This is an optimization exercise on Yosys and OpenROAD, whose aim is small area, not a production implementation. Function not checked in this run: the RTL went through the layout flow alone. No activity file was given, so power comes from the tool's default toggle rates.

**design.v**
```verilog
module vmstack_core (
    input  wire        clk,
    input  wire        rst,           
    input  wire        start,         
    input  wire [8:0]  img_len,       
    output wire        mem_req,
    output wire        mem_we,
    output wire [7:0]  mem_addr,
    output wire [31:0] mem_wdata,
    input  wire        mem_ack,
    input  wire [31:0] mem_rdata,
    output wire [1:0]  run,
    output wire [2:0]  fcause,
    output wire [8:0]  pc,
    output wire [8:0]  sp,
    output wire [31:0] result,
    output wire        result_valid,
    output wire        trace_valid,
    output wire [8:0]  trace_pc,
    output wire [2:0]  trace_op,
    output wire [31:0] trace_tos,
    output wire        trace_tos_valid
);
    reg [1:0]  runr;
    reg [2:0]  low;
    reg [5:0]  idx;        
    reg [2:0]  slice;      
    reg [31:0] T;
    reg [7:0]  b0, b1, b2, b3;
    reg        sbit;       
    reg        g;          
    reg        cy;         
    reg        qneg;       
    reg [7:0]  pco;        
    reg [7:0]  len;        
    reg [6:0]  spr;
    wire       running = (runr == 2'b00);
    wire [2:0] op      = low;
    wire       fetch   = running & (op == 3'd6);
    wire       ex      = running & ~fetch;
    wire       o_halt  = (op == 3'd0);
    wire       o_as    = (op == 3'd1) | (op == 3'd2);
    wire       o_sub   = (op == 3'd2);
    wire       o_mul   = (op == 3'd3);
    wire       o_div   = (op == 3'd4);
    wire       o_push  = (op == 3'd5);
    wire       o_long  = o_mul | o_div;
    wire [8:0] pcv = {1'b0, pco} + 9'd100;
    assign pc       = pcv;
    assign trace_pc = pcv;
    assign sp       = {2'b00, spr};
    wire   sp_ne = (spr != 7'd100);
    assign run             = runr;
    assign fcause          = low;
    assign result          = T;
    assign trace_tos       = T;
    assign mem_wdata       = T;
    assign result_valid    = (runr == 2'b01) & sp_ne;
    assign trace_op        = op;
    assign trace_tos_valid = sp_ne;
    localparam A_PC = 2'd0, A_SPM = 2'd1, A_SP = 2'd2, A_SPP = 2'd3;
    localparam X_0 = 2'd0, X_T = 2'd1, X_2T = 2'd2, X_B = 2'd3;
    wire i1 = (idx == 6'd1), i2 = (idx == 6'd2), i3 = (idx == 6'd3), i4 = (idx == 6'd4);
    wire loop  = o_long & (idx >= 6'd4) & (idx < 6'd36);
    wire lastl = o_long & (idx == 6'd35);
    wire trace = ex & (o_long ? (idx == 6'd40) : i4);
    wire wfin  = o_long ? (idx == 6'd39) : (i3 & ~o_halt);
    wire wpass = ex & (wfin | o_long & (i2 | idx == 6'd37));
    wire ldp   = ex & o_long & i3;                   
    wire xfer  = o_long & (idx == 6'd36);
    wire sgnp  = o_long & (idx == 6'd38);
    wire wr    = wpass & (slice == 3'd0);
    reg       rd, yen, sub, rev;
    reg [1:0] asel, xsel;
    wire [1:0] ci = ~idx[1:0];                        
    wire       head = (ci == 2'd0) ? b0[7] : (ci == 2'd1) ? b1[7] :
                      (ci == 2'd2) ? b2[7] : b3[7];
    always @(*) begin
        rd = 1'b0; yen = 1'b0; sub = 1'b0; rev = 1'b0;
        asel = A_SPP; xsel = X_T;
        if (fetch) begin
            rd = 1'b1; yen = 1'b1; xsel = X_0; asel = A_PC;
        end else if (wpass) begin
            asel = (o_push) ? A_SPM : A_SPP;
        end else if (i1) begin
            rd = ~o_push; yen = ~o_push; xsel = o_push ? X_T : X_0;
            asel = o_long ? A_SPP : A_SP;
            sub  = o_sub | (o_div & mem_rdata[31]);
        end else if (o_as & i2) begin
            rd = 1'b1; yen = 1'b1;
        end else if (ldp) begin
            rd = 1'b1; xsel = X_0; rev = 1'b1;
        end else if (loop) begin
            rd = 1'b1; asel = A_SP; xsel = X_2T;
            yen = o_mul ? head : 1'b1;
            sub = o_div & ~(g ^ mem_rdata[31]);
        end else if (xfer) begin
            xsel = o_div ? X_B : X_T;
        end else if (sgnp) begin
            rd = 1'b1; yen = 1'b1; xsel = X_0; rev = o_div; sub = o_div & qneg;
        end
    end
    wire divzero = ex & o_div & xfer & (slice == 3'd0) & b3[7] & b2[7];
    wire       pc_ok  = (pco < len);
    wire       pcfail = fetch & (slice == 3'd0) & ~pc_ok;
    assign mem_req = running & ~trace & ~pcfail & (rd | wr);
    assign mem_we  = wr;
    wire [6:0] spa = spr + {{6{asel == A_SPM}}, asel != A_SP};
    assign mem_addr = fetch ? pcv[7:0] : {1'b0, spa};
    assign trace_valid = trace;
    wire [2:0] ysel = rev ? ~slice : slice;
    reg  [3:0] ylane;
    always @(*) begin
        case (ysel)
            3'd0: ylane = mem_rdata[3:0];
            3'd1: ylane = mem_rdata[7:4];
            3'd2: ylane = mem_rdata[11:8];
            3'd3: ylane = mem_rdata[15:12];
            3'd4: ylane = mem_rdata[19:16];
            3'd5: ylane = mem_rdata[23:20];
            3'd6: ylane = mem_rdata[27:24];
            default: ylane = mem_rdata[31:28];
        endcase
    end
    wire [3:0] yv    = ylane & {4{yen}};
    wire [3:0] yy    = yv ^ {4{sub}};
    wire       sin   = (slice == 3'd0) ? (o_div & head) : sbit;
    reg  [3:0] xv;
    always @(*) begin
        case (xsel)
            X_0:  xv = 4'd0;
            X_T:  xv = T[3:0];
            X_2T: xv = {T[2:0], sin};
            default: xv = {b3[7], b2[7], b1[7], b0[7]};
        endcase
    end
    wire       cin = (slice == 3'd0) ? sub : cy;
    wire [4:0] s   = {1'b0, xv} + {1'b0, yy} + {4'd0, cin};
    wire adv   = running & ~trace & ~divzero & ~pcfail & (~(rd | wr) | mem_ack);
    wire pass_done = adv & (slice == 3'd7);
    wire q = ~s[3];
    wire shall = adv & (ldp | xfer);
    wire shone = pass_done & loop;
    always @(posedge clk) begin
        if (adv) begin
            T    <= {s[3:0], T[31:4]};
            sbit <= T[3];
            cy   <= s[4];
        end
        if (pass_done)
            g    <= s[3];
        if (adv & i1)
            qneg <= mem_rdata[31];
        if (pass_done & lastl)
            qneg <= qneg ^ mem_rdata[31];
        if (shall | shone & (ci == 2'd0)) b0 <= {b0[6:0], ldp ? ylane[0] : q};
        if (shall | shone & (ci == 2'd1)) b1 <= {b1[6:0], ldp ? ylane[1] : q};
        if (shall | shone & (ci == 2'd2)) b2 <= {b2[6:0], ldp ? ylane[2] : q};
        if (shall | shone & (ci == 2'd3)) b3 <= {b3[6:0], ldp ? ylane[3] : q};
    end
    always @(posedge clk) begin
        if (~running | trace) begin
            slice <= 3'd0;
            idx   <= 6'd0;
        end else if (adv) begin
            {idx, slice} <= {idx, slice} + 9'd1;
        end
    end
    wire [1:0] tag   = mem_rdata[31:30];
    wire [2:0] pl    = mem_rdata[2:0];
    wire       pbig  = (mem_rdata[29:3] != 27'd0) | (pl > 3'd4);
    wire       sp0   = (spr == 7'd0);
    wire       spu   = (spr > 7'd98);
    wire       dfault = tag[1] | (~tag[0] & sp0) | (tag[0] & (pbig | (pl != 3'd0) & spu));
    reg  [2:0] dlow;
    always @(*) begin
        if (tag[1])        dlow = tag[0] ? 3'd1 : 3'd5;      
        else if (~tag[0])  dlow = sp0 ? 3'd3 : 3'd5;         
        else if (pbig)     dlow = 3'd1;                      
        else if (pl != 3'd0 && spu) dlow = 3'd2;             
        else               dlow = pl;                        
    end
    always @(posedge clk) begin
        if (rst)
            runr <= 2'b11;
        else if (~running) begin
            if (start) runr <= (img_len > 9'd156) ? 2'b11 : 2'b00;
        end else if (fetch) begin
            if (pcfail | pass_done & dfault) runr <= 2'b10;
        end else if (trace & o_halt)
            runr <= 2'b01;
        else if (divzero)
            runr <= 2'b10;
    end
    always @(posedge clk) begin
        if (~running) begin
            if (start) low <= 3'd6;
        end else if (fetch) begin
            if (pass_done) low <= dlow;
        end else if (trace & ~o_halt)
            low <= 3'd6;
    end
    always @(posedge clk) begin
        if (~running & start) begin
            pco <= 8'd0;
            spr <= 7'd100;
            len <= img_len[7:0];
        end
        if (trace) pco <= pco + 8'd1;
        if (ex & wfin & wr & mem_ack) spr <= spa;
    end
endmodule
```
**flow/run.sh**
```bash
#!/bin/bash
# The standard layout (standard.sh, the standard flow's own ORFS run) with three changes:
#  - synthesis maps the combinational logic with a stronger area-oriented
#    ABC script (deepsyn, then choice computation and &nf area recovery).
#    The synthesis script is the standard flow's synth_recipe.tcl, sourced unchanged after
#    a wrapper that swaps the script abc is given; the flip-flop mapping runs
#    before abc, so the registers are the standard synthesis's;
#  - the port buffers that global placement inserts use the smallest buffer;
#  - clock tree synthesis inserts no dummy loads.
# Each ORFS step writes its own log under orfs/logs; the make output goes to
# flow.log in this folder.
set -euo pipefail
W=$(pwd)
cat > "$W/abc_area_deep.script" <<'ABC'
&get -n
&st
&deepsyn -T 30
&dch -f
&nf -R 1000
&st
&dch -f
&nf -R 1000
&put
topo
dnsize -c
ABC
cat > "$W/deep_synth.tcl" <<TCL
proc abc {args} {
  set i [lsearch \$args -script]
  if { \$i >= 0 } { set args [lreplace \$args [expr {\$i+1}] [expr {\$i+1}] $W/abc_area_deep.script] }
  yosys abc {*}\$args
}
source $W/synth_recipe.tcl
TCL
export BUFFER_PORTS_ARGS="-buffer_cell sky130_fd_sc_hd__buf_1"
export CTS_ARGS="-sink_clustering_enable -repair_clock_nets -buf_list sky130_fd_sc_hd__clkbuf_8 -dont_use_dummy_load"
bash standard.sh SYNTH_SCRIPT="$W/deep_synth.tcl" finish > flow.log 2>&1
```
**standard.sh**
```bash
#!/bin/bash
# synth_recipe.tcl (not shown) runs the flow's synth.tcl, then flattens the netlist and writes it again
# the make line also repeats each setting of config.mk as NAME=value (left out here)
make -C /OpenROAD-flow-scripts/flow DESIGN_CONFIG=/design/flow/config.mk WORK_HOME=/design/flow/orfs CLKGATE_MAP_FILE= SYNTH_SCRIPT=/design/flow/synth_recipe.tcl "${@:-finish}"
```
**config.mk**
```make
export PLATFORM = sky130hd
export DESIGN_NAME = vmstack_core
export DESIGN_NICKNAME = vmstack_core
export VERILOG_FILES = /design/flow/design.v
export SDC_FILE = /design/flow/constraint.sdc
export NUM_CORES = 4
export LEC_CHECK = 0
export ABC_AREA = 1
export CAP_MARGIN = 20
export CORE_MARGIN = 2
export CORE_UTILIZATION = 40
export CTS_BUF_LIST = sky130_fd_sc_hd__clkbuf_8
export SLEW_MARGIN = 20
```
**constraint.sdc**
```tcl
create_clock -name core_clock -period 10.0 [get_ports {clk}]
set_input_delay 2.0000 -clock core_clock [delete_from_list [all_inputs] [get_ports {clk}]]
set_output_delay 2.0000 -clock core_clock [all_outputs]
set_load 0.01 [all_outputs]
```
==> summary.txt <==
==> registers in the layout, indices dropped and copies added (netlist names), 6 cells and up <==
| name | flops |
|---|---|
| T | 32 |
| b0 | 8 |
| b1 | 8 |
| b2 | 8 |
| b3 | 8 |
| len | 8 |
| pco | 8 |
| spr | 7 |
| idx | 6 |
==> power by group <==
part | total (W) | switching [W] | leakage (nW) | internal, W
Combinational | 0.000109 | 0.0000680 | 1.13 | 0.0000407
Sequential | 0.000491 | 0.0000103 | 0.948 | 0.000481
Clock | 0.000214 | 0.000133 | 0.0647 | 0.0000812
Total | 0.000814 | 0.000211 | 2.14 | 0.000603
==> worst max-delay path, stage by stage, from the launching register on <==
cell      delay (ns)
edfxtp_1        0.57
nor2b_1         0.22
nand2_1         0.11
and2_0          0.20
nor4_1          0.83
nor2b_1         0.09
nor3_1          0.29
a311oi_1        0.11
nor2_1          0.51
clkinv_1        0.20
fa_1            0.46
clkinv_1        0.06
a21oi_1         0.05
o21bai_1        0.20
a21o_1          0.16
a21oi_1         0.08
xnor2_1         0.14
xnor2_1         0.14
a21oi_1         0.20
buf_1           0.17
==> final cells by class <==
type                       instances  area, um^2
tap                              184         230
clock buffer                       9         124
timing repair buffer             189         716
fill                            1428        8060
inverter                          28         105
sequential                       105        3040
multi-input combinational        347        2140
==> stage by stage <==
step                      total power [W]  util [%]  area (um^2)  hold slack, ns  worst slack (ns)
after global placement           0.000607      43.1         6220           0.404              3.53
after floorplan                  0.000572         -         5870           0.400              3.23
final                            0.000814      44.1         6360           0.410              2.84
after detailed placement         0.000608      43.1         6220           0.405              3.29
after CTS                        0.000822      44.0         6350           0.413              2.89
after global routing             0.000850      44.1         6360           0.414              2.30
==> per-layer routing <==
metal	share of wire, %	wire length (um)	GRT usage (%)
met1	45	6620	25.7
met2	45	6580	28.5
met3	7.5	1090	4.71
met4	1.8	257	5.10
met5	0	0	0
==> cells in the mapped netlist, types with 8 or more instances <==
cell type,count,area share (%)
a21oi_1,35,3.0
a222oi_1,8,1.4
and3_1,8,0.85
buf_4,80,10
clkinv_1,28,1.8
dfxtp_1,11,3.8
edfxtp_1,94,48
ha_1,21,4.5
nand2_1,57,3.6
nand3_1,12,1.0
nor2_1,52,3.3
nor2b_1,8,0.85
nor3_1,17,1.5
o21ai_0,26,2.2
xnor2_1,13,1.9
==> kinds of logic (layout without fill, tap and decap cells) <==
kind of cell	Yosys count	after routing	share of synthesized area [%]
and+or+nand+nor	189	189	15.2
AOI/OAI and AO/OA	109	109	11.8
buffers and inverters	108	226	12.0
DFF	105	105	51.9
adders and majority gates	24	24	5.50
xor gates and xnor gates	19	19	2.84
muxes	4	4	0.683
other	1	2	0.0639
==> worst paths after layout <==
kind,start,to,slack [ns],cells after the start
max,low[1],mem_addr[6],2.84,19
min,b2[4],b2[5],0.41,0
max reg2reg,idx[5],b2[0],4.91,17
min reg2reg,b2[4],b2[5],0.41,0
==> flow_metrics.env <==
export IMPL_initialDrtViolationCount=365
export IMPL_gr_total_overflow=0
export IMPL_postCtsSetupRepairBufs=0
export IMPL_syn_avg_cell_area_um2=10.5
export IMPL_dp_hpwl_um=11100
export IMPL_cts_hold_buf=0
export IMPL_grt_max_degree=42
export IMPL_clkLatencyLatePin_ns=0.38
export IMPL_status="no timing/DRC/antenna violations"
export IMPL_cts_root_buf="clkbuf_8"
export IMPL_ys_flop_type="edfxtp_1"
export IMPL_cap_violations=0
export IMPL_setup_worst_path_class="reg -> out"
export IMPL_diodes=0
export IMPL_grt_util_all_layers_pct=18.4
export IMPL_synth_edf_count=94
export IMPL_grt_pass1_vias=4143
export IMPL_core_area_um2=14400
export IMPL_cp_start_kind="flop"
export IMPL_syn_inst=559
export IMPL_rsz0062_at_grt="false"
export IMPL_initial_core_util_pct=40.7
export IMPL_vias_per_cell=5.35
export IMPL_powerDensity_nw_per_um2=128
export IMPL_skew_ns=0.0325
export IMPL_tightest_slew_ns=1.01
export IMPL_fin_crit_sh_pct=71.6
export IMPL_ctsResizeCount=0
export IMPL_row_count=44
export IMPL_first_pass_iters=5
export IMPL_synth_area_um2=5870
export IMPL_fmax_mhz=140
export IMPL_cts_tree="done"
export IMPL_ctsHtreeMaxLevel=3
export IMPL_grt_pass1_wl_um=22700
export IMPL_cts_max_path_buffers=2
export IMPL_period_needed_ns=7.16
export IMPL_relSlewSlack_pct=32.0
export IMPL_clkTransAtPathRegs_ns=0.10
export IMPL_dp_cells=851
export IMPL_ios=189
export IMPL_min_path_type="reg -> reg"
export IMPL_finalSetupViolCount=0
export IMPL_wl_per_cell_um=16.9
export IMPL_drive_gt1_share_pct=2.06
export IMPL_die_h_um=125
export IMPL_io_buffers=186
export IMPL_finalMaxSlewViolations=0
export IMPL_mostFrequentLayoutCells="buf_1 (186), edfxtp_1 (94), nand2_1 (57), nor2_1 (52), a21oi_1 (35)"
export IMPL_leakage_nw=2.14
export IMPL_die_w_um=125
export IMPL_ys_types=44
export IMPL_worst_setup_path_end_kind="output pin"
export IMPL_vias=4611
export IMPL_wirelength_um=14500
export IMPL_synthToLayoutAreaGrowth_pct=8.45
export IMPL_cts_buffers=9
export IMPL_place_congestion=0.910
export IMPL_clock_sinks=105
export IMPL_nets=749
export IMPL_synth_seq_cells=105
export IMPL_antenna_found_initial=0
export IMPL_worstPathRequired_ns=8.00
export IMPL_drc_errors=0
export IMPL_finalSetupTns_ns=0
export IMPL_final_cells=862
export IMPL_cp_max_fo=11
export IMPL_yosysWarnings=1
export IMPL_async_flop_share_pct=0
export IMPL_ir_drop_mv=0.0626
export IMPL_critical_path_arrival_ns=5.16
export IMPL_ant_nets=0
export IMPL_ys_seq_area_share_pct=51.9
export IMPL_final_common_cell="buf_1"
export IMPL_hold_viol_final=0
export IMPL_fp_dieArea_um2=15600

static timing again, ports no longer ideal:
In the flow no input, the clock included, has a driving cell. The finished layout below was timed again as built, in two steps. Step 1: set_driving_cell puts a clkbuf_16 on clk and a buf_2 on each other input, an assumption about the parent block. Step 2 adds t to the input delays and takes it off the output delays; t is the mean of the earliest and latest rising clock arrival at the registers after step 1. Input paths then give back, and output paths get back, about the clock's delay inside the block. a / b / c = ideal / step 1 / step 2; a / b = the first two.
t, ns: 0.399
slack for setup (ns): 2.844 / 2.811 / 3.210
clock arrival spread, ns: 0.032 / 0.032
worst data-port slew with drivers (ns): 0.05
pins driven straight from the clock port: 1
After both steps this run still meets setup and hold. The setup slack of this run moves by -0.033 ns with the drivers and by +0.366 ns with both steps.
